What follows belongs to an exercise in optimizing a design on an open flow for small area, a short achievable clock period and few clock cycles; a production flow would make more cautious choices.
RTL that was checked went through simulation tests only; none was proved equivalent to the original.
Only the layout flow was run in run 1; the RTL was not checked for function there.
Power and IR drop assume default switching activity.

<file path="flow/run.sh">
#!/bin/bash
set -euo pipefail
bash standard.sh SETUP_SLACK_MARGIN=6.8 finish > flow_make.log 2>&1
</file>
<file path="config.mk">
export PLATFORM = sky130hd
export DESIGN_NAME = lenet_engine
export DESIGN_NICKNAME = lenet_engine
export VERILOG_FILES = /design/flow/design.v
export SDC_FILE = /design/flow/constraint.sdc
export NUM_CORES = 4
export LEC_CHECK = 0
export ABC_CLOCK_PERIOD_IN_PS = 3000
export CAP_MARGIN = 20
export CORE_MARGIN = 2
export CORE_UTILIZATION = 40
export CTS_CLUSTER_DIAMETER = 100
export CTS_CLUSTER_SIZE = 24
export SLEW_MARGIN = 20
</file>
<file path="design.v">
module lenet_engine (
    input  wire        clk,
    input  wire        rst,         
    input  wire        start,
    input  wire [3:0]  op,
    output wire        busy,
    output reg         done,
    output reg         act_re,
    output reg  [14:0] act_raddr,
    input  wire [15:0] act_rdata,
    output reg         act_we,
    output reg  [14:0] act_waddr,
    output reg  [15:0] act_wdata,
    output reg         wt_re,
    output reg  [18:0] wt_raddr,
    input  wire [15:0] wt_rdata
);
    localparam [14:0] IMG_BASE   = 15'd0;
    localparam [14:0] C1_BASE    = 15'd784;
    localparam [14:0] P1_BASE    = 15'd12304;
    localparam [14:0] C2_BASE    = 15'd15184;
    localparam [14:0] P2_BASE    = 15'd17744;
    localparam [14:0] H1_BASE    = 15'd18384;
    localparam [14:0] LOGIT_BASE = 15'd18784;
    localparam [18:0] WC1_BASE = 19'd0;
    localparam [18:0] BC1_BASE = 19'd500;
    localparam [18:0] WC2_BASE = 19'd520;
    localparam [18:0] BC2_BASE = 19'd20520;
    localparam [18:0] WF1_BASE = 19'd20560;
    localparam [18:0] BF1_BASE = 19'd276560;
    localparam [18:0] WF2_BASE = 19'd276960;
    localparam [18:0] BF2_BASE = 19'd280960;
    reg        busy_r;
    reg        run;           
    reg        init;          
    reg  [6:1] st;            
    reg        fwd;           
    assign busy = busy_r;
    wire s_conv = st[1] | st[3];
    wire s_pool = st[2] | st[4];
    wire s_fc   = st[5] | st[6];
    reg [2:0] kx, ky;         
    reg [9:0] z;              
    reg [4:0] ox, oy;         
    reg [8:0] k;              
    reg       k_end;          
    reg [18:0] wsave;         
    reg i_bias;               
    reg i_first;              
    wire [14:0] in_base = ({15{st[1]}} & IMG_BASE) | ({15{st[2]}} & C1_BASE) |
                          ({15{st[3]}} & P1_BASE)  | ({15{st[4]}} & C2_BASE) |
                          ({15{st[5]}} & P2_BASE)  | ({15{st[6]}} & H1_BASE);
    wire [18:0] w_base  = ({19{st[1]}} & WC1_BASE) | ({19{st[3]}} & WC2_BASE) |
                          ({19{st[5]}} & WF1_BASE) | ({19{st[6]}} & WF2_BASE);
    wire [18:0] b_base  = ({19{st[1]}} & BC1_BASE) | ({19{st[3]}} & BC2_BASE) |
                          ({19{st[5]}} & BF1_BASE) | ({19{st[6]}} & BF2_BASE);
    wire [2:0]  kx0 = s_pool ? 3'd3 : 3'd4;
    wire [9:0]  z0  = ({10{st[3]}} & 10'd19) | ({10{st[5]}} & 10'd639) | ({10{st[6]}} & 10'd399);
    wire [4:0]  o0  = ({5{st[1]}} & 5'd23) | ({5{st[2]}} & 5'd11) |
                      ({5{st[3]}} & 5'd7)  | ({5{st[4]}} & 5'd3);
    wire [8:0]  k_last = ({9{st[1] | st[2]}} & 9'd19) | ({9{st[3] | st[4]}} & 9'd39) |
                         ({9{st[5]}} & 9'd399) | ({9{st[6]}} & 9'd9);
    wire kx0_z   = (kx == 3'd0);
    wire ky0_z   = (ky == 3'd0);
    wire z0_z    = (z == 10'd0);
    wire mac_end = z0_z & (s_fc | (kx0_z & ky0_z));
    wire ox_end  = (ox == 5'd0);
    wire oy_end  = (oy == 5'd0);
    wire plane_end = ox_end & oy_end;
    wire out_end = k_end & (s_fc | plane_end);
    wire chan_next = s_fc | plane_end;               
    reg [14:0] a_step;
    always @(*) begin
        a_step = 15'd1;
        if (s_pool) begin
            if (kx == 3'd2) a_step = st[2] ? 15'd23 : 15'd7;          
        end else if (s_conv && kx0_z) begin
            if (!ky0_z)     a_step = st[1] ? 15'd24 : 15'd8;          
            else            a_step = 15'd92;                          
        end
    end
    reg [14:0] o_step;
    always @(*) begin
        if (!ox_end)
            o_step = st[1] ? -15'd115 : st[3] ? -15'd2787 : st[2] ? -15'd23 : -15'd7;
        else
            o_step = st[1] ? -15'd111 : st[3] ? -15'd2783 : 15'd1;
    end
    wire o_load = s_fc | (s_conv & plane_end);      
    wire stage_last = !fwd | st[6];
    wire start_ok = start && !busy_r;
    wire op_run   = (op == 4'd15) || (op >= 4'd1 && op <= 4'd6);
    wire out_step = run & (s_pool ? kx0_z : i_bias);
    always @(posedge clk) begin
        if (rst) begin
            busy_r <= 1'b0;
            run    <= 1'b0;
            init   <= 1'b0;
            act_re <= 1'b0;
            wt_re  <= 1'b0;
            i_bias <= 1'b0;
        end else begin
            if (start_ok) begin
                busy_r <= 1'b1;
                fwd    <= (op == 4'd15);
                st     <= (op == 4'd15) ? 6'b000001 : (6'b000001 << (op[2:0] - 3'd1));
                init   <= op_run;
            end
            if (w_end)
                busy_r <= 1'b0;
            if (init) begin
                init <= 1'b0;
                run  <= 1'b1;
                act_raddr <= in_base;
                wt_raddr  <= w_base;
                wsave     <= w_base;
                i_bias    <= 1'b0;
                act_re    <= 1'b1;
                wt_re     <= !s_pool;
            end else if (run) begin
                if (!s_pool && !i_bias && !mac_end) begin
                    act_raddr <= act_raddr + a_step;
                    wt_raddr  <= wt_raddr + 19'd1;
                end else if (!s_pool && !i_bias) begin
                    i_bias   <= 1'b1;
                    act_re   <= 1'b0;
                    wt_raddr <= b_base + {10'd0, k};
                    if (chan_next)
                        wsave <= wt_raddr + 19'd1;
                    act_raddr <= o_load ? in_base : act_raddr + o_step;
                end else if (s_pool && !kx0_z) begin
                    act_raddr <= act_raddr + a_step;
                end else begin
                    i_bias   <= 1'b0;
                    wt_raddr <= wsave;
                    if (s_pool)
                        act_raddr <= act_raddr + o_step;
                    act_re <= 1'b1;
                    if (out_end) begin
                        act_re <= 1'b0;
                        wt_re  <= 1'b0;
                        run    <= 1'b0;
                        if (!stage_last) begin
                            st   <= st << 1;
                            init <= 1'b1;
                        end
                    end
                end
            end
        end
    end
    always @(posedge clk) begin
        if (init) begin
            kx <= kx0; ky <= 3'd4; z <= z0; ox <= o0; oy <= o0; k <= 9'd0;
            k_end <= 1'b0;
            i_first <= 1'b1;
        end else if (run) begin
            if (out_step) begin
                kx <= kx0; ky <= 3'd4; z <= z0;
                i_first <= 1'b1;
                if (chan_next) begin
                    ox <= o0; oy <= o0; k <= k + 9'd1;
                    k_end <= (k + 9'd1 == k_last);
                end else if (ox_end) begin
                    ox <= o0; oy <= oy - 5'd1;
                end else
                    ox <= ox - 5'd1;
            end else if (!i_bias) begin
                i_first <= 1'b0;
                if (s_fc) begin
                    z <= z - 10'd1;
                end else if (!kx0_z || s_pool) begin
                    kx <= kx - 3'd1;
                end else begin
                    kx <= 3'd4;
                    if (!ky0_z)
                        ky <= ky - 3'd1;
                    else begin
                        ky <= 3'd4;
                        z  <= z - 10'd1;
                    end
                end
            end
        end
    end
    reg d_end, r_end, m_end, a_end, w_end;
    reg d_bias, d_pool, d_first, d_last, d_relu;
    reg r_first, r_last, r_relu, r_pool;
    reg m_first, m_last, m_relu;
    reg fin, fin_relu;
    reg signed [15:0] a_r;
    reg [7:0] bd_one, bd_two, bd_neg;        
    reg [31:0] s_r, c_r;
    reg [31:0] acc;
    reg signed [15:0] pm;                    
    reg fin_pool;
    wire cmd_end = (out_step && out_end && stage_last) || (start_ok && !op_run);
    wire fin_nx  = m_last || (r_last && r_pool);
    always @(posedge clk) begin
        if (rst) begin
            d_end <= 1'b0; r_end <= 1'b0; m_end <= 1'b0; a_end <= 1'b0; w_end <= 1'b0;
            done  <= 1'b0;
            d_last <= 1'b0; r_last <= 1'b0; m_last <= 1'b0;
            d_pool <= 1'b0; r_pool <= 1'b0;
            fin    <= 1'b0;
            act_we <= 1'b0;
        end else begin
            d_end <= cmd_end;
            r_end <= d_end;
            m_end <= r_end;
            a_end <= m_end;
            w_end <= a_end;
            done  <= w_end;
            d_last <= out_step;
            d_pool <= run && s_pool;
            r_last <= d_last;
            r_pool <= d_pool;
            m_last <= r_last && !r_pool;
            fin    <= fin_nx;
            act_we <= fin;
        end
    end
    wire [16:0] wx = {wt_rdata, 1'b0};
    reg  [7:0] bo, bt, bn;
    integer j;
    always @(*) begin
        for (j = 0; j < 8; j = j + 1) begin
            bo[j] = wx[2*j] ^ wx[2*j+1];
            bt[j] = (wx[2*j+2] ^ wx[2*j+1]) & ~(wx[2*j] ^ wx[2*j+1]);
            bn[j] = wx[2*j+2] & ~(wx[2*j+1] & wx[2*j]);
        end
    end
    reg [31:0] row [0:8];
    reg [16:0] sel;
    integer i2;
    always @(*) begin
        row[8] = 32'hAAAB0000;              
        for (i2 = 0; i2 < 8; i2 = i2 + 1) begin
            sel = bd_one[i2] ? {a_r[15], a_r} : (bd_two[i2] ? {a_r, 1'b0} : 17'd0);
            if (bd_neg[i2]) sel = ~sel;
            row[i2] = {15'd0, ~sel[16], sel[15:0]} << (2*i2);
            row[8]  = row[8] | ({31'd0, bd_neg[i2]} << (2*i2));
        end
    end
    function [63:0] csa;                    
        input [31:0] x, y, w;
        csa = {((x & y) | (x & w) | (y & w)) << 1, x ^ y ^ w};
    endfunction
    wire [63:0] l1a = csa(row[0], row[1], row[2]);
    wire [63:0] l1b = csa(row[3], row[4], row[5]);
    wire [63:0] l1c = csa(row[6], row[7], row[8]);
    wire [63:0] l2a = csa(l1a[31:0], l1a[63:32], l1b[31:0]);
    wire [63:0] l2b = csa(l1b[63:32], l1c[31:0], l1c[63:32]);
    wire [63:0] l3a = csa(l2a[31:0], l2a[63:32], l2b[31:0]);
    wire [63:0] l4a = csa(l3a[31:0], l3a[63:32], l2b[63:32]);
    wire [31:0] acc_in = m_first ? 32'd0 : acc;
    wire [63:0] l5a = csa(acc_in, s_r, c_r);
    wire [31:0] acc_sum = l5a[31:0] + l5a[63:32];
    always @(posedge clk) begin
        d_bias  <= i_bias;
        d_first <= i_first && !i_bias;
        d_relu  <= !s_pool && !st[6];
        a_r <= d_bias ? 16'sd256 : $signed(act_rdata);
        bd_one <= bo; bd_two <= bt; bd_neg <= bn;
        r_first <= d_first; r_relu <= d_relu;
        s_r <= l4a[31:0];
        c_r <= l4a[63:32];
        m_first <= r_first; m_relu <= r_relu;
        acc <= acc_sum;
        if (r_pool && (r_first || (a_r > pm)))
            pm <= a_r;
        fin_relu <= m_relu;
        fin_pool <= r_pool;
        if (start_ok)
            act_waddr <= (op == 4'd15) ? (C1_BASE - 15'd1) :
                         ({15{op[2:0] == 3'd1}} & (C1_BASE - 15'd1)) |
                         ({15{op[2:0] == 3'd2}} & (P1_BASE - 15'd1)) |
                         ({15{op[2:0] == 3'd3}} & (C2_BASE - 15'd1)) |
                         ({15{op[2:0] == 3'd4}} & (P2_BASE - 15'd1)) |
                         ({15{op[2:0] == 3'd5}} & (H1_BASE - 15'd1)) |
                         ({15{op[2:0] == 3'd6}} & (LOGIT_BASE - 15'd1));
        else if (fin)
            act_waddr <= act_waddr + 15'd1;
        act_wdata <= fin_pool ? pm : (fin_relu && acc[31]) ? 16'd0 : acc[23:8];
    end
endmodule
</file>
<file path="constraint.sdc">
create_clock -name core_clock -period 10.0 [get_ports {clk}]
set_input_delay 2.0000 -clock core_clock [delete_from_list [all_inputs] [get_ports {clk}]]
set_output_delay 2.0000 -clock core_clock [all_outputs]
set_load 0.01 [all_outputs]
</file>
<file path="standard.sh">
#!/bin/bash
# synth_recipe.tcl (not shown) runs the flow's synth.tcl, then flattens the netlist and writes it again
# the make line also repeats each setting of config.mk as NAME=value (left out here)
make -C /OpenROAD-flow-scripts/flow DESIGN_CONFIG=/design/flow/config.mk WORK_HOME=/design/flow/orfs CLKGATE_MAP_FILE= SYNTH_SCRIPT=/design/flow/synth_recipe.tcl "${@:-finish}"
</file>
==> summary.txt, run 1 <==
Timing
  • Finish-stage setup viols: 0
  • Unrepaired setup endpoints after global routing: yes
  • Slew Limit Fails: 0
  • Maximum clock frequency: 309 MHz
  • Final min period: ~3.2 ns
  • TNS Setup: 0 ns
  • Max-slew headroom: 0.394
  • Worst Max-Slew Pin Slew: 0.902 ns
  • Fin Clk Skew: 0.0348 ns
  • Final critical-path share of the clock period: 0.323
  • Final Hold Fails: 0

CTS
  • TritonCTS buffer count: 18
  • Root Driver: clkbuf_16
  • Clk buf depth: 3
  • H-Tree Depth: 1
  • Clock transition at the registers of the reported paths: 0.09 ns
  • Clk Latency, worst-skew pair: about 0.55 ns
  • Clock sinks: between 300 and 400
  • Number of buffers inserted by hold repair at cts: 0
  • CTS tree: yes

Detailed routing
  • DRT antenna net count: 0
  • DR iter-0 viols: 1017
  • Avg WL per Cell: 17.0 um
  • Wirelength, routed: roughly 54000 um
  • DR DRC count: 0
  • 1st-pass router iterations: 7
  • Vias per std cell: 5.20
  • Via count: 16500

Power
  • Pint: 3.67 mW
  • Net Sw Frac: 0.412
  • Comb power frac: 0.582
  • Power per cell area: 248 nW/um^2
  • Psw: 2.57 mW
  • Worst VDD drop: 0.158 mV
  • P_leak: ~11 nW
  • Seq pwr share: 0.284
  • Clk pwr share: 0.133

Yosys
  • Syn avg cell area: 9.15 um^2
  • EDFF count, synth: 114
  • Post-Syn Nets: ~2600
  • #FFs+latches synth: between 300 and 400
  • Most used flip-flop cell after synthesis: dfxtp_1
  • Synthesized area: 20900 um^2
  • Area contributors post-synth: dfxtp_1, edfxtp_1, fa_1
  • Area leader, netlist: dfxtp_1
  • Register area share after synthesis: 0.346
  • Mapped Cells: approximately 2300
  • Synth warn: 2
  • Cell variety after synth: 65
  • Post-synth top area share: 0.182
  • Ys async rst share: 0

Layout
  • Area of the multi-input gates: 13000 um^2
  • Nets: 2782
  • Utilization after layout: 0.488
  • Most frequent cells in the layout: inv_1, nand2_1, buf_4
  • Register area: 7340 um^2
  • P&R area growth vs syn: 20.3%
  • # fillers: about 4800
  • Layout cells sized above 1: 0.180
  • # diodes: 0
  • Commonest non-fill, non-tap cell in the layout: inv_1

Place
  • HPWL after detailed placement: 37200 um
  • Input/output buffers: 108
  • Final RePlAce weighted congestion: a little over 0.9

GRT
  • Largest net degree at the start of global routing: just under 70
  • Vias in the first global route: 16500
  • Number of antenna violations at the first check in global routing: 1
  • Gr usage total: 0.193
  • First-pass GRT wire length: 84600 um
  • Congestion Overflow GR: 0

Worst setup path
  • Slowest CP cell: edfxtp_1
  • Max Fanout on Critical Path: 2
  • Startpoint Class: flop
  • Crit Path Category: reg -> out
  • Setup crit end kind: output port
  • Largest delay contributor family on the critical path: flip-flops
  • WP data required: about 8.0 ns
  • Critical Path AT: 1.23 ns
  • Worst reg2reg path startpoint: ox[0]$_DFFE_PP_
  • Crit path from: wt_raddr[18]$_DFFE_PP_
  • Crit-path cells: buf_6
  • CP peak stage delay: around 0.52 ns
  • WP buf/inv: 1

Floorplanning
  • Std-Cell Rows: 83
  • Core area: approximately 50000 um^2
  • Starting Density: 0.406
  • Die area: 54100 um^2
  • I/O Pins: 109
  • Die Wd: 233 um
  • DIE HEIGHT: around 230 um

Hold path
  • Min-delay src: r_relu$_DFF_P_
  • Worst min-delay path category: reg -> reg

Run status
  • Status: timing/DRC/antenna clean

Run
  • Max-cap check violation count: 0
## synthesized netlist by cell type, types with 7 or more instances
cell	instances
a211oi_1	17
a21o_1	25
a21oi_1	112
a22o_1	16
a22oi_1	69
a31oi_1	10
and2_1	7
and3_1	17
clkbuf_1	119
dfxtp_1	190
edfxtp_1	114
fa_1	114
ha_1	150
inv_1	243
nand2_1	229
nand2b_1	32
nand3_1	31
nand4_1	14
nor2_1	148
nor2b_1	58
nor3_1	37
o211ai_1	14
o21a_1	8
o21ai_0	140
o21bai_1	12
o221ai_1	7
or2_2	10
or3_1	17
xnor2_1	162
xor2_1	93
## flip-flops by register name, indices dropped and copies added, names as in the netlist, 15 cells and up
signal / cells
acc: 32
act_waddr: 15
wt_raddr: 19
a_r: 16
pm: 16
s_r: 32
act_wdata: 16
wsave: 19
c_r: 28
act_raddr: 15
## per-layer routing
| layer | share of wire | routed length, um | global-route usage | vias up |
|---|---|---|---|---|
| met4 | 0.032 | 1730 | 0.0589 | 2 |
| met1 | 0.43 | 23100 | 0.243 | 7921 |
| met5 | 0.00024 | 13 | 0 | - |
| met2 | 0.49 | 26600 | 0.346 | 415 |
| met3 | 0.046 | 2500 | 0.0224 | 110 |
| li1 | - | - | - | 8027 |
## cell families after synthesis
family,share of synthesized area
and+or+nand+nor,0.141
AOI/OAI and AO/OA,0.138
buffers and inverters,0.0660
DFF,0.346
adders and majority gates,0.199
xor gates and xnor gates,0.107
muxes,0.00293
## final cells by class
cell class,count,share of cell area
Clock inverter,6,0.00244
Tap cell,680,0.0338
Multi-Input combinational cell,1613,0.517
Timing Repair Buffer,299,0.0965
Inverter,243,0.0365
Clock buffer,25,0.0211
Sequential cell,304,0.292
## worst reg2reg max path: stages (launching register included)
cell      delay [ns]
edfxtp_1        0.42
inv_2           0.10
ha_4            0.12
nor4b_4         0.29
buf_4           0.20
inv_4           0.04
mux2_4          0.30
ha_4            0.23
inv_2           0.07
o21bai_4        0.07
a2111o_1        0.45
a31o_2          0.23
a21oi_2         0.13
xor2_1          0.18
o221ai_1        0.12
## worst paths after layout
check,slack (ns),cells past startpoint,endpoint
hold reg to reg,0.34,0,m_relu$_DFF_P_
hold / removal,0.34,0,m_relu$_DFF_P_
setup / recovery,6.77,1,wt_raddr[18]
setup reg to reg,6.77,14,act_raddr[10]$_DFFE_PP_
## power by group through the flow
stage	clock, mW	combinational (mW)	sequential, mW
floorplan	0	2.43	1.76
global placement	0	3.04	1.84
detailed placement	0	3.13	1.84
CTS	0.859	3.35	1.79
global route	0.902	4.12	1.81
finish	0.833	3.64	1.77
## what timing repair did
action / 4_1_cts / 5_1_grt
endpoints found under the setup margin: 204 / 73
resized for setup: 349 / 141
buffers inserted: 92 / 78
pin swaps: 31 / 73
## through the flow
stage                     power, mW  std cells  area (um^2)  worst slack [ns]  hold WS (ns)
after global placement         4.88       2968        22500              5.84         0.315
after floorplan                4.19       2284        21000              6.80         0.310
after detailed placement       4.97       2969        22600              5.74         0.314
after CTS                      6.00       3092        24000              6.70         0.337
after global routing           6.83       3170        25100              6.61         0.344
final                          6.24       3170        25100              6.77         0.337
==> inputs of run 2 (changes only) <==
--- a/design.v
+++ b/design.v
@@ -193,5 +193,4 @@
     reg [31:0] s_r, c_r;
-    reg [31:0] acc;
-    reg signed [15:0] pm;                    
-    reg fin_pool;
+    reg [31:0] acc;       
+    reg        acc_cy;
     wire cmd_end = (out_step && out_end && stage_last) || (start_ok && !op_run);
@@ -238,4 +237,4 @@
         for (i2 = 0; i2 < 8; i2 = i2 + 1) begin
-            sel = bd_one[i2] ? {a_r[15], a_r} : (bd_two[i2] ? {a_r, 1'b0} : 17'd0);
-            if (bd_neg[i2]) sel = ~sel;
+            sel = (({17{bd_one[i2]}} & {a_r[15], a_r}) | ({17{bd_two[i2]}} & {a_r, 1'b0})) ^
+                  {17{bd_neg[i2]}};
             row[i2] = {15'd0, ~sel[16], sel[15:0]} << (2*i2);
@@ -256,4 +255,8 @@
     wire [31:0] acc_in = m_first ? 32'd0 : acc;
-    wire [63:0] l5a = csa(acc_in, s_r, c_r);
-    wire [31:0] acc_sum = l5a[31:0] + l5a[63:32];
+    wire        cy_in  = m_first ? 1'b0 : acc_cy;
+    wire [63:0] l5a    = csa(acc_in, s_r, c_r);
+    wire [16:0] lo_sum = l5a[15:0] + l5a[47:32];
+    wire [15:0] hi_sum = l5a[31:16] + l5a[63:48] + {15'd0, cy_in};
+    wire [31:0] acc_sum = {hi_sum, lo_sum[15:0]};
+    wire [15:0] acc_hi = acc[31:16] + {15'd0, acc_cy};    
     always @(posedge clk) begin
@@ -268,7 +271,11 @@
         m_first <= r_first; m_relu <= r_relu;
-        acc <= acc_sum;
-        if (r_pool && (r_first || (a_r > pm)))
-            pm <= a_r;
-        fin_relu <= m_relu;
-        fin_pool <= r_pool;
+        acc_cy     <= r_pool ? 1'b0 : lo_sum[16];
+        acc[31:24] <= acc_sum[31:24];
+        acc[7:0]   <= acc_sum[7:0];
+        if (r_pool) begin
+            if (r_first || (a_r > $signed(acc[23:8])))
+                acc[23:8] <= a_r;
+        end else
+            acc[23:8] <= acc_sum[23:8];
+        fin_relu <= r_pool ? 1'b0 : m_relu;
         if (start_ok)
@@ -283,3 +290,3 @@
             act_waddr <= act_waddr + 15'd1;
-        act_wdata <= fin_pool ? pm : (fin_relu && acc[31]) ? 16'd0 : acc[23:8];
+        act_wdata <= (fin_relu && acc_hi[15]) ? 16'd0 : {acc_hi[7:0], acc[15:8]};
     end
==> flow/run.sh (replaced) <==
#!/bin/bash
set -euo pipefail
bash standard.sh SETUP_SLACK_MARGIN=7.0 finish > flow_make.log 2>&1
==> summary.txt, run 2 <==
Run status
  • Status: timing/DRC/antenna clean (unchanged)

CTS
  • H-Tree Depth: 1 (unchanged)
  • TritonCTS buffer count: 18 (unchanged)
  • Clock transition at the registers of the reported paths: 0.09 ns (about the same)
  • CTS tree: yes (unchanged)
  • Clock sinks: 288 (was 304)
  • Root Driver: clkbuf_16 (unchanged)
  • Clk buf depth: 3 (unchanged)
  • Clk Latency, worst-skew pair: 0.54 ns (was 0.55 ns)

Detailed routing
  • Via count: 16000 (was 16500)
  • DRT antenna net count: 0 (unchanged)
  • Wirelength, routed: 55200 um (was 53900 um)
  • Vias per std cell: 5.35 (was 5.20)
  • DR DRC count: 0 (unchanged)
  • Avg WL per Cell: 18.5 um (was 17.0 um)
  • DR iter-0 viols: 1247 (was 1017)
  • 1st-pass router iterations: 5 (was 7)

Timing
  • Max-slew headroom: 0.292 (was 0.394)
  • Worst Max-Slew Pin Slew: 1.05 ns (was 0.902 ns)
  • Slew Limit Fails: 0 (unchanged)
  • Final critical-path share of the clock period: 0.319 (was 0.323)
  • Final Hold Fails: 0 (unchanged)
  • Final min period: 3.19 ns (was 3.23 ns)
  • Worst Slack Setup Final: 6.81 ns (was 6.77 ns)
  • Fin Clk Skew: 0.0281 ns (was 0.0348 ns)
  • TNS Setup: 0 ns (unchanged)
  • Maximum clock frequency: 314 MHz (was 309 MHz)
  • Finish-stage setup viols: 0 (unchanged)
  • Unrepaired setup endpoints after global routing: yes (unchanged)

Yosys
  • Area leader, netlist: dfxtp_1 (unchanged)
  • Area contributors post-synth: dfxtp_1, edfxtp_1, fa_1 (unchanged)
  • Synth warn: 2 (unchanged)
  • Synth top cells by count: dfxtp_1, inv_1, ha_1, xnor2_1, nor2_1 (was inv_1, nand2_1, dfxtp_1)
  • Mapped Cells: 2077 (was 2284)
  • Synth Area in Adders: 0.209 (was 0.199)
  • Post-synth top area share: 0.173 (was 0.182)
  • Compound-Gate Fraction of Synth Area: 0.144 (was 0.138)
  • EDFF count, synth: 114 (unchanged)
  • Post-Syn Nets: 2383 (was 2587)
  • Cell variety after synth: 80 (was 65)
  • Syn avg cell area: 9.71 um^2 (was 9.15 um^2)
  • Ys async rst share: 0 (unchanged)
  • Most used flip-flop cell after synthesis: dfxtp_1 (unchanged)
  • #FFs+latches synth: 288 (was 304)
  • Register area share after synthesis: 0.343 (was 0.346)
  • Most frequent cell after synthesis: dfxtp_1 (was inv_1)
  • Post-Synth Simple-Gate Area: 0.130 (was 0.141)
  • Post-synthesis mux area share: 0.00590 (was 0.00293)
  • Main combinational cell family by area after synthesis: adder cells (unchanged)
  • Synth Area in XOR/XNOR: 0.114 (was 0.107)
  • Synthesized area: 20200 um^2 (was 20900 um^2)

Floorplanning
  • Die area: 52200 um^2 (was 54100 um^2)
  • Die Wd: 228 um (was 233 um)
  • DIE HEIGHT: 228 um (was 233 um)
  • Starting Density: 0.403 (was 0.406)
  • I/O Pins: 109 (unchanged)
  • Std-Cell Rows: 82 (was 83)
  • Core area: 50000 um^2 (was 51500 um^2)

Layout
  • Area of the multi-input gates: 13300 um^2 (was 13000 um^2)
  • # diodes: 0 (unchanged)
  • # fillers: 4499 (was 4769)
  • Register area: 7050 um^2 (was 7340 um^2)
  • Biggest regs: acc x32, s_r x32, c_r x28 (unchanged)
  • Nets: 2607 (was 2782)
  • P&R area growth vs syn: 24.9% (was 20.3%)
  • Layout cells sized above 1: 0.271 (was 0.180)
  • Most frequent cells in the layout: buf_4, inv_1, xnor2_1 (was inv_1, nand2_1, buf_4)
  • Finished Layout Cells: 2985 (was 3170)
  • Commonest non-fill, non-tap cell in the layout: buf_4 (was inv_1)
  • Utilization after layout: 0.504 (was 0.488)

GRT
  • Number of antenna violations at the first check in global routing: 1 (unchanged)
  • Congestion Overflow GR: 0 (unchanged)
  • Gr usage total: 0.203 (was 0.193)
  • Largest net degree at the start of global routing: 37 (was 68)
  • Vias in the first global route: 16000 (was 16500)
  • First-pass GRT wire length: 85900 um (was 84600 um)

Hold path
  • Min-delay src: r_relu$_DFF_P_ (unchanged)
  • Hold Path End: m_relu$_DFF_P_ (unchanged)
  • Worst min-delay path category: reg -> reg (unchanged)
  • Hold Crit Depth: 0 (unchanged)

Worst setup path
  • WP data required: 8.00 ns (about the same)
  • Crit path from: act_raddr[2]$_SDFFCE_PP0P_ (was wt_raddr[18]$_DFFE_PP_)
  • Worst R2R Setup Slack: 6.84 ns (was 6.77 ns)
  • Reg2reg end: act_raddr[12]$_DFFE_PP_ (was act_raddr[10]$_DFFE_PP_)
  • Crit Path Category: reg -> out (unchanged)
  • Largest delay contributor family on the critical path: flip-flops (unchanged)
  • WP buf/inv: 1 (unchanged)
  • Slowest CP cell: edfxtp_1 (unchanged)
  • R2R cell count: 14 (unchanged)
  • Worst reg2reg path startpoint: ox[0]$_DFFE_PP_ (unchanged)
  • Crit-path cells: buf_2 (was buf_6)
  • Startpoint Class: flop (unchanged)
  • CP peak stage delay: 0.48 ns (was 0.52 ns)
  • Critical Path AT: 1.19 ns (was 1.23 ns)
  • Setup crit end kind: output port (unchanged)
  • WP depth: 1 (unchanged)
  • Max Fanout on Critical Path: 2 (unchanged)

Place
  • Pre-CTS setup slack: 5.97 ns (was 5.74 ns)
  • Input/output buffers: 108 (unchanged)
  • HPWL after detailed placement: 36300 um (was 37200 um)
  • Final RePlAce weighted congestion: 0.860 (was 0.917)
  • Placed Cells: 2755 (was 2969)

Power
  • Power per cell area: 254 nW/um^2 (was 248 nW/um^2)
  • Total power: 6.40 mW (was 6.24 mW)
  • Worst VDD drop: 0.139 mV (was 0.158 mV)
  • P_leak: 10.2 nW (was 10.7 nW)

Run
  • Max-cap check violation count: 0 (unchanged)
run 2: changes by cell type after synthesis, sizes merged, moves of 9 or more:
cell	before	now
nand2b	32	20
a22oi	69	127
nand2	230	118
xor2	93	111
a22o	16	3
o21ai	141	90
xnor2	162	151
and2	7	16
dfxtp	190	174
clkbuf	119	104
inv	243	165
o21bai	12	3
buf	5	16
run 2: where the power goes:
part / switching (mW) / total, mW / internal, mW
Clock: 0.441 / 0.810 / 0.369
Sequential: 0.196 / 1.81 / 1.61
Combinational: 1.96 / 3.78 / 1.83
run 2: repair_timing:
action,4_1_cts,5_1_grt
setup buffers,131,65
hold buffers,0,0
gates resized for setup,467,193
endpoints found under the hold margin,0,0
gates cloned,1,1
pin swaps,54,121
setup endpoints to repair,210,169
run 2: worst max path at each step:
stage                                         end  slack [ns]
after detailed placement   act_waddr[2]$_DFFE_PP_        5.97
after global placement     act_waddr[2]$_DFFE_PP_        5.97
after global routing      act_raddr[12]$_DFFE_PP_        6.70
final                                act_raddr[2]        6.81
after CTS                             wt_raddr[7]        6.77
after floorplan                   st[5]$_DFFE_PN_        6.85
run 2: logic make-up after synthesis:
kind of cell             after synthesis
AO/OA/AOI/OAI                        445
flip-flops                           288
multiplexers                          10
adder cells (fa/ha/maj)              267
AND/OR/NAND/NOR                      520
buffers and inverters                285
XOR/XNOR                             262
run 2: layout make-up:
class                   instances  share of cell area
clock inverters                 8             0.00348
flip-flops and latches        288               0.280
multi-input cells            1504               0.529
clock buffers                  24              0.0196
repair buffers                324               0.109
inverters                     165              0.0251
well taps                     672              0.0334
run 2: metrics by stage:
| step | instance area [um^2] | hold WS, ns |
|---|---|---|
| after floorplan | 20900 | 0.310 |
| after global placement | 22000 | 0.312 |
| after detailed placement | 22000 | 0.312 |
| after CTS | 23900 | 0.341 |
| after global routing | 25200 | 0.351 |
| final | 25200 | 0.340 |
run 2: per-layer routing:
layer | track usage | wire length (um) | vias to the layer above
li1 | - | - | 7607
met5 | 0 | 10 | -
met3 | 0.0293 | 2930 | 92
met2 | 0.359 | 27400 | 462
met1 | 0.260 | 23400 | 7817
met4 | 0.0502 | 1430 | 2
Testbench counts of run 2, summed over its fixed seeds: cycles 7,426,332.
==> inputs of run 3 (changes only) <==
==> flow/run.sh (replaced) <==
#!/bin/bash
set -euo pipefail
bash standard.sh SETUP_SLACK_MARGIN=6.9 finish > flow_make.log 2>&1
==> summary.txt, run 3 <==
Detailed routing
  • Avg WL per Cell: 19.0 um (was 18.5 um)
  • 1st-pass router iterations: 5 (unchanged)
  • Wirelength, routed: 57800 um (was 55200 um)
  • DR iter-0 viols: 1162 (was 1247)
  • Vias per std cell: 5.44 (was 5.35)
  • DR DRC count: 0 (unchanged)
  • Via count: 16600 (was 16000)
  • DRT antenna net count: 0 (unchanged)

GRT
  • Vias in the first global route: 15900 (was 16000)
  • Gr usage total: 0.204 (was 0.203)
  • Number of antenna violations at the first check in global routing: 8 (was 1)
  • Largest net degree at the start of global routing: 41 (was 37)
  • First-pass GRT wire length: 86800 um (was 85900 um)
  • Congestion Overflow GR: 0 (unchanged)

Timing
  • Worst Max-Slew Pin Slew: 1.04 ns (was 1.05 ns)
  • Fin Hold WS: 0.331 ns (was 0.340 ns)
  • Finish-stage setup viols: 0 (unchanged)
  • Final critical-path share of the clock period: 0.318 (was 0.319)
  • Max-slew headroom: 0.305 (was 0.292)
  • Worst Slack Setup Final: 6.82 ns (was 6.81 ns)
  • Maximum clock frequency: 315 MHz (was 314 MHz)
  • TNS Setup: 0 ns (unchanged)
  • Slew Limit Fails: 0 (unchanged)
  • Fin Clk Skew: 0.0267 ns (was 0.0281 ns)
  • Final min period: 3.18 ns (was 3.19 ns)
  • Final Hold Fails: 0 (unchanged)
  • Unrepaired setup endpoints after global routing: yes (unchanged)

Yosys
  • Syn avg cell area: 9.71 um^2 (unchanged)
  • Register area share after synthesis: 0.343 (unchanged)
  • Post-synth top area share: 0.173 (unchanged)
  • #FFs+latches synth: 288 (unchanged)
  • Most frequent cell after synthesis: dfxtp_1 (unchanged)
  • Post-Syn Nets: 2383 (unchanged)
  • Synth top cells by count: dfxtp_1, inv_1, ha_1, xnor2_1, nor2_1 (unchanged)
  • Most used flip-flop cell after synthesis: dfxtp_1 (unchanged)
  • Cell variety after synth: 80 (unchanged)
  • Synthesized area: 20200 um^2 (unchanged)
  • EDFF count, synth: 114 (unchanged)
  • Ys async rst share: 0 (unchanged)
  • Area contributors post-synth: dfxtp_1, edfxtp_1, fa_1 (unchanged)
  • Mapped Cells: 2077 (unchanged)
  • Synth warn: 2 (unchanged)
  • Area leader, netlist: dfxtp_1 (unchanged)

Layout
  • Finished Layout Cells: 3042 (was 2985)
  • Design area: 25200 um^2 (about the same)
  • P&R area growth vs syn: 25.0% (was 24.9%)
  • Commonest non-fill, non-tap cell in the layout: buf_4 (unchanged)
  • Most frequent cells in the layout: buf_4, inv_1, xnor2_1 (unchanged)
  • Utilization after layout: 0.504 (about the same)
  • Layout cells sized above 1: 0.262 (was 0.271)
  • Biggest regs: acc x32, s_r x32, c_r x28 (unchanged)
  • # fillers: 4620 (was 4499)
  • Nets: 2661 (was 2607)

Worst setup path
  • Critical Path AT: 1.18 ns (was 1.19 ns)
  • Max Fanout on Critical Path: 2 (unchanged)
  • Worst reg2reg path startpoint: m_first$_DFF_P_ (was ox[0]$_DFFE_PP_)
  • Largest delay contributor family on the critical path: flip-flops (unchanged)
  • Slowest CP cell: edfxtp_1 (unchanged)
  • Reg2reg end: acc_cy$_SDFF_PP0_ (was act_raddr[12]$_DFFE_PP_)
  • R2R cell count: 12 (was 14)
  • WP buf/inv: 1 (unchanged)
  • Crit Path Category: reg -> out (unchanged)
  • CP peak stage delay: 0.47 ns (was 0.48 ns)
  • Startpoint Class: flop (unchanged)
  • Setup crit end kind: output port (unchanged)
  • Crit-path cells: buf_2 (unchanged)
  • Worst R2R Setup Slack: 6.83 ns (was 6.84 ns)
  • WP data required: 8.00 ns (about the same)

CTS
  • Root Driver: clkbuf_16 (unchanged)
  • Clock sinks: 288 (unchanged)
  • Clk Latency, worst-skew pair: 0.54 ns (about the same)
  • H-Tree Depth: 1 (unchanged)
  • CTS tree: yes (unchanged)
  • TritonCTS buffer count: 18 (unchanged)
  • Clk buf depth: 3 (unchanged)
  • Clock transition at the registers of the reported paths: 0.10 ns (was 0.09 ns)

Hold path
  • Worst min-delay path category: reg -> reg (unchanged)
  • Min-delay src: r_relu$_DFF_P_ (unchanged)
  • Hold Crit Depth: 0 (unchanged)
  • Hold Path End: m_relu$_DFF_P_ (unchanged)

Floorplanning
  • Starting Density: 0.403 (unchanged)
  • Core area: 50000 um^2 (unchanged)
  • Die Wd: 228 um (unchanged)
  • Std-Cell Rows: 82 (unchanged)
  • I/O Pins: 109 (unchanged)
  • Die area: 52200 um^2 (unchanged)
  • DIE HEIGHT: 228 um (unchanged)

Run
  • Max-cap check violation count: 0 (unchanged)

Place
  • Final RePlAce weighted congestion: 0.880 (was 0.860)
  • HPWL after detailed placement: 36600 um (was 36300 um)
  • Post-DP Area: 21800 um^2 (was 22000 um^2)
  • Input/output buffers: 108 (unchanged)
  • Pre-CTS setup slack: 5.96 ns (was 5.97 ns)
  • Placed Cells: 2751 (was 2755)

Power
  • Power per cell area: 254 nW/um^2 (about the same)
  • Worst VDD drop: 0.163 mV (was 0.139 mV)
  • Total power: 6.40 mW (about the same)
  • P_leak: 10.4 nW (was 10.2 nW)

Run status
  • Status: timing/DRC/antenna clean (unchanged)
-- run 3: cell counts after synthesis --
No cell type changed its count.
-- run 3: metal layers --
metal | share of wire | vias to the layer above | GRT usage
met2 | 0.47 | 630 | 0.342
met1 | 0.42 | 8095 | 0.276
li1 | - | 7714 | -
met5 | 0.00099 | - | 0
met4 | 0.032 | 8 | 0.0515
met3 | 0.071 | 109 | 0.0324
-- run 3: power breakdown --
| group | leakage [nW] | switching (mW) | internal (mW) | total [mW] |
|---|---|---|---|---|
| sequential | 2.54 | 0.192 | 1.61 | 1.80 |
| combinational | 7.60 | 1.99 | 1.77 | 3.75 |
| clock | 0.292 | 0.443 | 0.395 | 0.838 |
| total | 10.4 | 2.62 | 3.77 | 6.40 |
-- run 3: how the worst max path moves through the flow --
stage	startpoint	cells after the start	slack (ns)	to
floorplan	op[1]	5	6.85	st[5]$_DFFE_PN_
global placement	op[2]	5	6.05	act_waddr[3]$_DFFE_PP_
detailed placement	op[2]	5	5.96	act_waddr[3]$_DFFE_PP_
CTS	ox[0]$_DFFE_PP_	13	6.77	act_raddr[12]$_DFFE_PP_
global route	m_first$_DFF_P_	14	6.75	acc[30]$_DFF_P_
finish	act_raddr[4]$_DFFE_PP_	1	6.82	act_raddr[4]
-- run 3: kinds of logic (layout without fill, tap and decap cells) --
kind of cell	after synthesis	in the layout	share of synthesized area
DFF	288	288	0.343
xor gates and xnor gates	262	262	0.114
adders and majority gates	267	267	0.209
buffers and inverters	285	575	0.0549
and+or+nand+nor	520	520	0.130
other	0	3	0
AOI/OAI and AO/OA	445	445	0.144
muxes	10	10	0.00590
-- run 3: cell type report --
| cell class | count | area, um^2 | share of cell area |
|---|---|---|---|
| Multi-Input combinational cell | 1504 | 13100 | 0.519 |
| Sequential cell | 288 | 7050 | 0.280 |
| Timing Repair Buffer | 378 | 2990 | 0.119 |
| Tap cell | 672 | 841 | 0.0334 |
| Inverter | 165 | 629 | 0.0250 |
| Clock buffer | 25 | 498 | 0.0198 |
| Clock inverter | 7 | 106 | 0.00422 |
| Antenna cell | 3 | 7.51 | 0.000298 |
-- run 3: repair_timing --
item,CTS,global route
endpoints found under the setup margin,208,139
buffers inserted,99,156
pin swaps,30,81
hold buffers,0,0
gates cloned,1,0
resized for setup,416,162
==> inputs of run 4 (changes only) <==
==> flow/run.sh (replaced) <==
#!/bin/bash
set -euo pipefail
bash standard.sh SETUP_SLACK_MARGIN=6.8 finish > flow_make.log 2>&1
==> summary.txt, run 4 <==
Power
  • Worst VDD drop: 0.162 mV (was 0.163 mV)
  • P_leak: 9.73 nW (was 10.4 nW)
  • Power per cell area: 259 nW/um^2 (was 254 nW/um^2)
  • Total power: 6.13 mW (was 6.40 mW)

CTS
  • Clk buf depth: 3 (unchanged)
  • TritonCTS buffer count: 18 (unchanged)
  • CTS tree: yes (unchanged)
  • Root Driver: clkbuf_16 (unchanged)
  • Clock transition at the registers of the reported paths: 0.10 ns (about the same)
  • Clk Latency, worst-skew pair: 0.57 ns (was 0.54 ns)
  • H-Tree Depth: 1 (unchanged)
  • Clock sinks: 288 (unchanged)

Detailed routing
  • DR iter-0 viols: 1174 (was 1162)
  • 1st-pass router iterations: 5 (unchanged)
  • DR DRC count: 0 (unchanged)
  • Vias per std cell: 5.47 (was 5.44)
  • Wirelength, routed: 53900 um (was 57800 um)
  • DRT antenna net count: 0 (unchanged)
  • Avg WL per Cell: 18.6 um (was 19.0 um)
  • Via count: 15900 (was 16600)

Timing
  • Final min period: 3.24 ns (was 3.18 ns)
  • Unrepaired setup endpoints after global routing: yes (unchanged)
  • Fin Clk Skew: 0.0529 ns (was 0.0267 ns)
  • Finish-stage setup viols: 0 (unchanged)
  • Max-slew headroom: 0.232 (was 0.305)
  • Worst Max-Slew Pin Slew: 1.14 ns (was 1.04 ns)
  • Maximum clock frequency: 308 MHz (was 315 MHz)
  • Final Hold Fails: 0 (unchanged)
  • TNS Setup: 0 ns (unchanged)
  • Final critical-path share of the clock period: 0.324 (was 0.318)
  • Fin Hold WS: 0.336 ns (was 0.331 ns)
  • Slew Limit Fails: 0 (unchanged)

Place
  • Placed Cells: 2757 (was 2751)
  • Input/output buffers: 108 (unchanged)
  • Post-DP Area: 21800 um^2 (about the same)
  • HPWL after detailed placement: 36900 um (was 36600 um)
  • Final RePlAce weighted congestion: 0.880 (about the same)

Layout
  • Commonest non-fill, non-tap cell in the layout: inv_1 (was buf_4)
  • Most frequent cells in the layout: inv_1, xnor2_1, ha_1 (was buf_4, inv_1, xnor2_1)
  • P&R area growth vs syn: 17.5% (was 25.0%)
  • Layout cells sized above 1: 0.158 (was 0.262)
  • Nets: 2524 (was 2661)
  • Design area: 23700 um^2 (was 25200 um^2)
  • Biggest regs: acc x32, s_r x32, c_r x28 (unchanged)
  • Finished Layout Cells: 2903 (was 3042)

GRT
  • First-pass GRT wire length: 85300 um (was 86800 um)
  • Largest net degree at the start of global routing: 41 (unchanged)
  • Congestion Overflow GR: 0 (unchanged)
  • Vias in the first global route: 15900 (about the same)
  • Number of antenna violations at the first check in global routing: 8 (unchanged)
  • Gr usage total: 0.201 (was 0.204)

Worst setup path
  • R2R cell count: 13 (was 12)
  • Critical Path AT: 3.54 ns (was 1.18 ns)
  • Max Fanout on Critical Path: 3 (was 2)
  • Setup crit end kind: flop (was output port)
  • WP data required: 10.30 ns (was 8.00 ns)
  • Crit Path Category: reg -> reg (was reg -> out)
  • Startpoint Class: flop (unchanged)

Yosys
  • Register area share after synthesis: 0.343 (unchanged)
  • Area leader, netlist: dfxtp_1 (unchanged)
  • Mapped Cells: 2077 (unchanged)
  • Cell variety after synth: 80 (unchanged)
  • EDFF count, synth: 114 (unchanged)
  • Most used flip-flop cell after synthesis: dfxtp_1 (unchanged)
  • Most frequent cell after synthesis: dfxtp_1 (unchanged)
  • Post-synth top area share: 0.173 (unchanged)
  • Area contributors post-synth: dfxtp_1, edfxtp_1, fa_1 (unchanged)
  • Post-Syn Nets: 2383 (unchanged)
  • Synthesized area: 20200 um^2 (unchanged)
  • Syn avg cell area: 9.71 um^2 (unchanged)
  • Synth warn: 2 (unchanged)
  • #FFs+latches synth: 288 (unchanged)
  • Ys async rst share: 0 (unchanged)
  • Synth top cells by count: dfxtp_1, inv_1, ha_1, xnor2_1, nor2_1 (unchanged)

Floorplanning
  • Std-Cell Rows: 82 (unchanged)
  • DIE HEIGHT: 228 um (unchanged)
  • Die area: 52200 um^2 (unchanged)
  • I/O Pins: 109 (unchanged)
  • Core area: 50000 um^2 (unchanged)
  • Die Wd: 228 um (unchanged)
  • Starting Density: 0.403 (unchanged)

Hold path
  • Hold Crit Depth: 0 (unchanged)
  • Worst min-delay path category: reg -> reg (unchanged)

Run status
  • Status: timing/DRC/antenna clean (unchanged)

Run
  • Max-cap check violation count: 0 (unchanged)
-- run 4: cell counts after synthesis --
Identical to the previous run, type by type.
-- run 4: where the power goes --
group	internal, mW	switching, mW	total, mW
sequential	1.61	0.198	1.81
clock	0.452	0.451	0.903
combinational	1.57	1.86	3.42
-- run 4: stage by stage --
stage	setup slack, ns	util
global placement	6.05	0.436
detailed placement	5.93	0.436
CTS	6.63	0.460
finish	6.76	0.474
global route	6.64	0.474
floorplan	6.80	-
-- run 4: cell families (layout without fill, tap and decap cells) --
logic type	after synthesis	in the layout	share of synthesized area
other	0	1	0
and+or+nand+nor	520	520	0.130
muxes	10	10	0.00590
xor gates and xnor gates	262	262	0.114
adders and majority gates	267	267	0.209
AOI/OAI and AO/OA	445	445	0.144
DFF	288	288	0.343
buffers and inverters	285	438	0.0549
-- run 4: path summary, 6_finish.rpt --
kind | start | to | slack, ns
worst max-delay path | ox[0]$_DFFE_PP_ | act_raddr[11]$_DFFE_PP_ | 6.76
worst min register to register | d_relu$_DFF_P_ | r_relu$_DFF_P_ | 0.34
worst max register to register | ox[0]$_DFFE_PP_ | act_raddr[11]$_DFFE_PP_ | 6.76
worst min-delay path | d_relu$_DFF_P_ | r_relu$_DFF_P_ | 0.34
-- run 4: final cells by class --
class / count / area (um^2)
Fill cell: 4671 / 26300
Multi-Input combinational cell: 1504 / 12600
Sequential cell: 288 / 7020
Timing Repair Buffer: 241 / 1930
Tap cell: 672 / 841
Inverter: 165 / 629
Clock buffer: 25 / 507
Clock inverter: 7 / 178
Antenna cell: 1 / 2.50
-- run 4: timing repair --
item,in CTS,in global routing
hold buffers,0,0
gates resized for setup,311,93
pin swaps,17,37
buffers inserted,62,50
cloned,1,0
setup endpoints to repair,197,79
-- run 4: worst max-delay path, cell delays in order, from the launching register on --
cell and delay (ns):
edfxtp_1 0.42, inv_2 0.10, ha_4 0.12, nor4b_4 0.31, inv_1 0.14, mux2_4 0.33
ha_4 0.16, or2_4 0.23, o22ai_4 0.22, nor4b_4 0.09, or3_1 0.39, a21oi_2 0.16
xor2_1 0.21, o221ai_2 0.12
-- run 4: routing by layer --
layer	vias to the layer above	part of all wire	routed length (um)	global-route usage
met3	117	0.070	3790	0.0375
li1	7435	-	-	-
met2	532	0.46	25000	0.330
met5	-	0.0016	85	0
met4	14	0.027	1460	0.0641
met1	7795	0.44	23600	0.269
==> inputs of run 5 (changes only) <==
--- a/config.mk
+++ b/config.mk
@@ -8,3 +8,3 @@
 export ABC_CLOCK_PERIOD_IN_PS = 3000
-export CAP_MARGIN = 20
+export CAP_MARGIN = 0
 export CORE_MARGIN = 2
@@ -13,2 +13,2 @@
 export CTS_CLUSTER_SIZE = 24
-export SLEW_MARGIN = 20
+export SLEW_MARGIN = 0
==> summary.txt, run 5 <==
Run status
  • Status: timing/DRC/antenna clean (unchanged)

Layout
  • P&R area growth vs syn: 16.8% (was 17.5%)
  • Nets: 2515 (was 2524)
  • Utilization after layout: 0.471 (was 0.474)
  • Commonest non-fill, non-tap cell in the layout: inv_1 (unchanged)
  • Biggest regs: acc x32, s_r x32, c_r x28 (unchanged)
  • Most frequent cells in the layout: inv_1, xnor2_1, ha_1 (unchanged)
  • Layout cells sized above 1: 0.155 (was 0.158)

Worst setup path
  • WP depth: 1 (was 13)
  • Max Fanout on Critical Path: 2 (was 3)
  • Slowest CP cell: edfxtp_1 (unchanged)
  • CP peak stage delay: 0.49 ns (was 0.42 ns)
  • Worst R2R Setup Slack: 6.79 ns (was 6.76 ns)
  • WP buf/inv: 1 (was 2)
  • Startpoint Class: flop (unchanged)
  • R2R cell count: 13 (unchanged)
  • Worst reg2reg path startpoint: ox[0]$_DFFE_PP_ (unchanged)
  • Crit-path cells: buf_2 (was inv_2 > ha_4 > nor4b_4 > inv_1 > mux2_4 > ha_4 > or2_4 > o22ai_4 > nor4b_4 > or3_1 > a21oi_2 > xor2_1 > o221ai_2)
  • Reg2reg end: act_raddr[12]$_DFFE_PP_ (was act_raddr[11]$_DFFE_PP_)
  • Critical Path AT: 1.21 ns (was 3.54 ns)
  • Crit Path Category: reg -> out (was reg -> reg)
  • Largest delay contributor family on the critical path: flip-flops (was simple AND/OR/NAND/NOR gates)
  • WP data required: 8.00 ns (was 10.30 ns)
  • Setup crit end kind: output port (was flop)

Yosys
  • EDFF count, synth: 114 (unchanged)
  • Most used flip-flop cell after synthesis: dfxtp_1 (unchanged)
  • Post-Synth Simple-Gate Area: 0.130 (unchanged)
  • Syn avg cell area: 9.71 um^2 (unchanged)
  • Synth Area in XOR/XNOR: 0.114 (unchanged)
  • Area contributors post-synth: dfxtp_1, edfxtp_1, fa_1 (unchanged)
  • Most frequent cell after synthesis: dfxtp_1 (unchanged)
  • Post-synth top area share: 0.173 (unchanged)
  • Compound-Gate Fraction of Synth Area: 0.144 (unchanged)
  • Post-synthesis mux area share: 0.00590 (unchanged)
  • Ys async rst share: 0 (unchanged)
  • Main combinational cell family by area after synthesis: adder cells (unchanged)
  • Register area share after synthesis: 0.343 (unchanged)
  • Area leader, netlist: dfxtp_1 (unchanged)
  • Post-Syn Nets: 2383 (unchanged)
  • Synth Area in Adders: 0.209 (unchanged)
  • Mapped Cells: 2077 (unchanged)
  • #FFs+latches synth: 288 (unchanged)
  • Synth top cells by count: dfxtp_1, inv_1, ha_1, xnor2_1, nor2_1 (unchanged)
  • Synthesized area: 20200 um^2 (unchanged)
  • Cell variety after synth: 80 (unchanged)
  • Synth warn: 2 (unchanged)

Floorplanning
  • Std-Cell Rows: 82 (unchanged)
  • Core area: 50000 um^2 (unchanged)
  • DIE HEIGHT: 228 um (unchanged)
  • Die Wd: 228 um (unchanged)
  • I/O Pins: 109 (unchanged)
  • Starting Density: 0.403 (unchanged)
  • Die area: 52200 um^2 (unchanged)

Timing
  • Final critical-path share of the clock period: 0.321 (was 0.324)
  • Final Hold Fails: 0 (unchanged)
  • Fin Clk Skew: 0.0502 ns (was 0.0529 ns)
  • Worst Slack Setup Final: 6.79 ns (was 6.76 ns)
  • Finish-stage setup viols: 0 (unchanged)
  • Final min period: 3.21 ns (was 3.24 ns)
  • Maximum clock frequency: 311 MHz (was 308 MHz)
  • TNS Setup: 0 ns (unchanged)
  • Slew Limit Fails: 0 (unchanged)
  • Unrepaired setup endpoints after global routing: yes (unchanged)
  • Max-slew headroom: 0.256 (was 0.232)
  • Worst Max-Slew Pin Slew: 1.11 ns (was 1.14 ns)

CTS
  • CTS tree: yes (unchanged)
  • TritonCTS buffer count: 18 (unchanged)
  • Root Driver: clkbuf_16 (unchanged)
  • Clock sinks: 288 (unchanged)
  • Clk Latency, worst-skew pair: 0.57 ns (about the same)
  • Clock transition at the registers of the reported paths: 0.10 ns (about the same)
  • Clk buf depth: 3 (unchanged)
  • H-Tree Depth: 1 (unchanged)

Hold path
  • Worst min-delay path category: reg -> reg (unchanged)
  • Min-delay src: d_relu$_DFF_P_ (unchanged)
  • Hold Path End: r_relu$_DFF_P_ (unchanged)
  • Hold Crit Depth: 0 (unchanged)

GRT
  • First-pass GRT wire length: 85500 um (was 85300 um)
  • Number of antenna violations at the first check in global routing: 7 (was 8)
  • Congestion Overflow GR: 0 (unchanged)
  • Gr usage total: 0.202 (was 0.201)
  • Largest net degree at the start of global routing: 41 (unchanged)
  • Vias in the first global route: 15900 (about the same)

Detailed routing
  • DR DRC count: 0 (unchanged)
  • Via count: 15700 (was 15900)
  • DR iter-0 viols: 1207 (was 1174)
  • DRT antenna net count: 0 (unchanged)
  • Vias per std cell: 5.44 (was 5.47)
  • 1st-pass router iterations: 5 (unchanged)
  • Avg WL per Cell: 18.7 um (was 18.6 um)
  • Wirelength, routed: 54000 um (was 53900 um)

Place
  • Input/output buffers: 108 (unchanged)
  • Final RePlAce weighted congestion: 0.880 (unchanged)
  • Pre-CTS setup slack: 5.96 ns (was 5.93 ns)
  • HPWL after detailed placement: 36800 um (was 36900 um)

Power
  • P_leak: 9.66 nW (was 9.73 nW)
  • Worst VDD drop: 0.172 mV (was 0.162 mV)
  • Power per cell area: 258 nW/um^2 (was 259 nW/um^2)
  • Total power: 6.07 mW (was 6.13 mW)

Run
  • Max-cap check violation count: 0 (unchanged)
==> run 5: through the flow <==
stage                     cells  hold slack (ns)  cell area (um^2)
final                      2894            0.336             23500
after global routing       2892            0.352             23500
after CTS                  2854            0.338             22900
after detailed placement   2757            0.314             21800
after global placement     2757            0.313             21800
after floorplan            2077            0.310             20300
==> run 5: how the worst max path moves through the flow <==
stage          slack [ns]                       to                  startpoint
3_3_place_gp         6.05   act_waddr[2]$_DFFE_PP_                       op[2]
3_5_place_dp         5.96   act_waddr[3]$_DFFE_PP_                       op[2]
6_report             6.79              wt_raddr[6]       wt_raddr[6]$_DFFE_PP_
5_1_grt              6.68  act_raddr[12]$_DFFE_PP_             ox[0]$_DFFE_PP_
4_1_cts              6.63             act_raddr[5]  act_raddr[5]$_SDFFCE_PP0P_
2_1_floorplan        6.80          s_r[13]$_DFF_P_           bd_one[3]$_DFF_P_
==> run 5: what timing repair did <==
action / CTS / global route
setup buffers: 65 / 38
pin swaps: 19 / 26
gates resized for setup: 312 / 92
hold buffers: 0 / 0
gates cloned: 1 / 0
setup endpoints to repair: 203 / 77
==> run 5: cell families after synthesis <==
family / after synthesis
and+or+nand+nor: 520
AOI/OAI and AO/OA: 445
DFF: 288
buffers and inverters: 285
adders and majority gates: 267
xor gates and xnor gates: 262
muxes: 10
==> run 5: area by class of cell <==
| type | count | area [um^2] |
|---|---|---|
| diodes | 2 | 5.00 |
| clock buffers | 23 | 489 |
| clock inverters | 8 | 133 |
| fillers | 4728 | 26400 |
| inverters | 165 | 629 |
| multi-input cells | 1504 | 12600 |
| flip-flops and latches | 288 | 7020 |
| well taps | 672 | 841 |
| repair buffers | 232 | 1860 |
==> run 5: routing by layer <==
layer  global-route usage  part of all wire  wire [um]
met1                0.269              0.44      23800
met4               0.0605             0.030       1610
met2                0.332              0.46      24900
met3               0.0398             0.068       3650
met5                    0            0.0014         78
==> run 5: report_power, final <==
group / leakage (nW) / internal, mW / switching, mW
Sequential: 2.54 / 1.61 / 0.201
Clock: 0.296 / 0.391 / 0.453
Combinational: 6.82 / 1.57 / 1.84
Total: 9.66 / 3.57 / 2.50
==> inputs of run 6 (changes only) <==
--- a/design.v
+++ b/design.v
@@ -66,4 +66,3 @@
     wire mac_end = z0_z & (s_fc | (kx0_z & ky0_z));
-    wire ox_end  = (ox == 5'd0);
-    wire oy_end  = (oy == 5'd0);
+    reg  ox_end, oy_end;      
     wire plane_end = ox_end & oy_end;
@@ -154,2 +153,3 @@
             kx <= kx0; ky <= 3'd4; z <= z0; ox <= o0; oy <= o0; k <= 9'd0;
+            ox_end <= (o0 == 5'd0); oy_end <= (o0 == 5'd0);
             k_end <= 1'b0;
@@ -162,2 +162,3 @@
                     ox <= o0; oy <= o0; k <= k + 9'd1;
+                    ox_end <= (o0 == 5'd0); oy_end <= (o0 == 5'd0);
                     k_end <= (k + 9'd1 == k_last);
@@ -165,4 +166,7 @@
                     ox <= o0; oy <= oy - 5'd1;
-                end else
+                    ox_end <= (o0 == 5'd0); oy_end <= (oy == 5'd1);
+                end else begin
                     ox <= ox - 5'd1;
+                    ox_end <= (ox == 5'd1);
+                end
             end else if (!i_bias) begin
==> summary.txt, run 6 <==
Run status
  • Status: timing/DRC/antenna clean (unchanged)

Floorplanning
  • Std-Cell Rows: 82 (unchanged)
  • Die area: 52300 um^2 (was 52200 um^2)
  • Starting Density: 0.404 (was 0.403)
  • DIE HEIGHT: 229 um (was 228 um)
  • I/O Pins: 109 (unchanged)
  • Die Wd: 229 um (was 228 um)
  • Core area: 50000 um^2 (unchanged)

Worst setup path
  • Max Fanout on Critical Path: 5 (was 2)
  • CP peak stage delay: 0.49 ns (about the same)
  • Crit path from: act_waddr[7]$_DFFE_PP_ (was wt_raddr[6]$_DFFE_PP_)
  • Slowest CP cell: edfxtp_1 (unchanged)
  • WP buf/inv: 1 (unchanged)
  • Startpoint Class: flop (unchanged)
  • Critical Path AT: 1.22 ns (was 1.21 ns)
  • Crit Path Category: reg -> out (unchanged)
  • WP data required: 8.00 ns (about the same)
  • Setup crit end kind: output port (unchanged)
  • Crit-path cells: buf_2 (unchanged)
  • Largest delay contributor family on the critical path: flip-flops (unchanged)
  • Worst reg2reg path startpoint: m_first$_DFF_P_ (was ox[0]$_DFFE_PP_)

Timing
  • Max-slew headroom: 0.264 (was 0.256)
  • Final Hold Fails: 0 (unchanged)
  • TNS Setup: 0 ns (unchanged)
  • Unrepaired setup endpoints after global routing: yes (unchanged)
  • Final critical-path share of the clock period: 0.322 (was 0.321)
  • Maximum clock frequency: 311 MHz (about the same)
  • Slew Limit Fails: 0 (unchanged)
  • Final min period: 3.22 ns (was 3.21 ns)
  • Fin Clk Skew: 0.0227 ns (was 0.0502 ns)
  • Finish-stage setup viols: 0 (unchanged)
  • Worst Max-Slew Pin Slew: 1.10 ns (was 1.11 ns)

Run
  • Max-cap check violation count: 0 (unchanged)

Power
  • Worst VDD drop: 0.171 mV (was 0.172 mV)
  • Total power: 6.08 mW (was 6.07 mW)
  • P_leak: 9.67 nW (was 9.66 nW)
  • Power per cell area: 262 nW/um^2 (was 258 nW/um^2)

Detailed routing
  • DR DRC count: 0 (unchanged)
  • DR iter-0 viols: 1043 (was 1207)
  • Via count: 15700 (about the same)
  • Avg WL per Cell: 18.2 um (was 18.7 um)
  • DRT antenna net count: 0 (unchanged)
  • Wirelength, routed: 52700 um (was 54000 um)
  • Vias per std cell: 5.41 (was 5.44)
  • 1st-pass router iterations: 5 (unchanged)

GRT
  • First-pass GRT wire length: 85100 um (was 85500 um)
  • Vias in the first global route: 15700 (was 15900)
  • Largest net degree at the start of global routing: 66 (was 41)
  • Gr usage total: 0.199 (was 0.202)
  • Number of antenna violations at the first check in global routing: 8 (was 7)
  • Congestion Overflow GR: 0 (unchanged)

Yosys
  • Post-Syn Nets: 2398 (was 2383)
  • Cell variety after synth: 74 (was 80)
  • Area leader, netlist: dfxtp_1 (unchanged)
  • Most frequent cell after synthesis: dfxtp_1 (unchanged)
  • Ys async rst share: 0 (unchanged)
  • Area contributors post-synth: dfxtp_1, edfxtp_1, fa_1 (unchanged)
  • Synth top cells by count: dfxtp_1, inv_1, nor2_1 (was dfxtp_1, inv_1, ha_1, xnor2_1, nor2_1)
  • EDFF count, synth: 116 (was 114)
  • #FFs+latches synth: 290 (was 288)
  • Post-synth top area share: 0.173 (about the same)
  • Synth warn: 2 (unchanged)
  • Mapped Cells: 2091 (was 2077)
  • Syn avg cell area: 9.65 um^2 (was 9.71 um^2)
  • Most used flip-flop cell after synthesis: dfxtp_1 (unchanged)
  • Register area share after synthesis: 0.345 (was 0.343)
  • Synthesized area: 20200 um^2 (about the same)

CTS
  • Root Driver: clkbuf_16 (unchanged)
  • H-Tree Depth: 1 (unchanged)
  • Clk buf depth: 3 (unchanged)
  • Number of buffers inserted by hold repair at cts: 0 (unchanged)
  • Clock transition at the registers of the reported paths: 0.10 ns (about the same)
  • Clk Latency, worst-skew pair: 0.55 ns (was 0.57 ns)
  • Clock sinks: 290 (was 288)
  • TritonCTS buffer count: 18 (unchanged)
  • CTS tree: yes (unchanged)

Place
  • Input/output buffers: 108 (unchanged)
  • Final RePlAce weighted congestion: 0.868 (was 0.880)
  • HPWL after detailed placement: 36200 um (was 36800 um)

Layout
  • Most frequent cells in the layout: inv_1, nor2_1, xnor2_1 (was inv_1, xnor2_1, ha_1)
  • Register area: 7080 um^2 (was 7020 um^2)
  • # fillers: 4803 (was 4728)
  • Commonest non-fill, non-tap cell in the layout: inv_1 (unchanged)
  • Nets: 2521 (was 2515)
  • Biggest regs: acc x32, s_r x32, c_r x28 (unchanged)
  • Utilization after layout: 0.465 (was 0.471)
  • Area of the multi-input gates: 12300 um^2 (was 12600 um^2)
  • P&R area growth vs syn: 15.1% (was 16.8%)
  • Layout cells sized above 1: 0.139 (was 0.155)

Hold path
  • Worst min-delay path category: reg -> reg (unchanged)
  • Min-delay src: r_relu$_DFF_P_ (was d_relu$_DFF_P_)
run 6: cell types whose count changed after synthesis, moves of 6 or more:
cell      change
buf_2         +7
inv_1         +6
nor2_1       +19
a21oi_1      -12
a211oi_1      +6
a22oi_1       +6
o31ai_1       -7
and3_1        -7
xor2_1       -10
a21o_1        +8
run 6: cells by family (layout without fill, tap and decap cells):
kind of cell,Yosys count,count (layout),share of synthesized area
adder cells (fa/ha/maj),268,268,0.209
other,0,1,0
buffers and inverters,294,429,0.0564
AO/OA/AOI/OAI,447,447,0.146
multiplexers,9,9,0.00471
XOR/XNOR,257,257,0.112
flip-flops,290,290,0.345
AND/OR/NAND/NOR,526,526,0.127
run 6: where the power goes:
part / total [mW] / internal (mW) / switching (mW)
clock network: 0.824 / 0.371 / 0.453
logic: 3.45 / 1.57 / 1.87
registers: 1.81 / 1.61 / 0.192
total: 6.08 / 3.56 / 2.52
run 6: area by class of cell:
cell class / count / share of cell area
inverters: 171 / 0.0280
multi-input cells: 1507 / 0.531
repair buffers: 226 / 0.0752
diodes: 1 / 0.000108
clock inverters: 6 / 0.00339
flip-flops and latches: 290 / 0.305
clock buffers: 26 / 0.0216
well taps: 672 / 0.0362
run 6: metal layers:
metal  up-vias  GRT usage  part of all wire
met5         -          0            0.0017
met3        88     0.0347             0.068
met2       488      0.330              0.47
met4        14     0.0539             0.025
li1       7410          -                 -
met1      7679      0.269              0.44
run 6: timing repair:
| item | in CTS | in global routing |
|---|---|---|
| buffers inserted | 56 | 43 |
| endpoints found under the setup margin | 203 | 93 |
| cloned | 1 | 0 |
| resized for setup | 295 | 77 |
| pin swaps | 5 | 21 |
run 6: worst paths after layout:
path	end	slack (ns)	depth (start not counted)
setup / recovery	act_waddr[7]	6.78	1
hold / removal	m_relu$_DFF_P_	0.34	0
setup reg to reg	acc[22]$_DFFE_PP_	6.88	14
hold reg to reg	m_relu$_DFF_P_	0.34	0
run 6: stage by stage:
step	instances	hold WS [ns]	setup slack (ns)	area, um^2
after global placement	2766	0.312	6.04	21800
after detailed placement	2766	0.312	5.96	21800
final	2899	0.336	6.78	23200
after CTS	2855	0.336	6.65	22700
after floorplan	2091	0.310	6.43	20300
after global routing	2899	0.345	6.75	23200
Testbench counts of run 6, summed over its fixed seeds: cycles 7,426,332.

## static timing again, ports no longer ideal
The flow's constraints put no driver on any port. The routed layouts listed below were extracted and timed again, unchanged, in two steps. Step 1, drivers: a clkbuf_16 drives clk and a buf_2 each remaining input, both assumed. Step 2 also shifts input and output timing later by t, the mid clock arrival at the registers, as if the neighbouring blocks saw the same clock. a / b / c = ideal / step 1 / step 2; a / b = the first two.
run	t, ns	setup WS [ns]	hold WS [ns]	cell pins on the clock port's net
run 1	0.591	6.769 / 6.710 / 6.332	0.337 / 0.337 / 0.337	1
run 2	0.584	6.812 / 6.756 / 6.475	0.340 / 0.340 / 0.340	1
run 3	0.583	6.822 / 6.767 / 6.397	0.331 / 0.331 / 0.331	1
run 4	0.595	6.757 / 6.753 / 6.336	0.336 / 0.336 / 0.336	1
run 5	0.599	6.787 / 6.733 / 6.321	0.336 / 0.336 / 0.336	1
run 6	0.599	6.780 / 6.724 / 6.340	0.336 / 0.336 / 0.336	1
After both steps setup and hold are still met in every run listed. The setup slack of run 5, which loses most, moves by -0.054 ns with the drivers and by -0.466 ns with both steps.
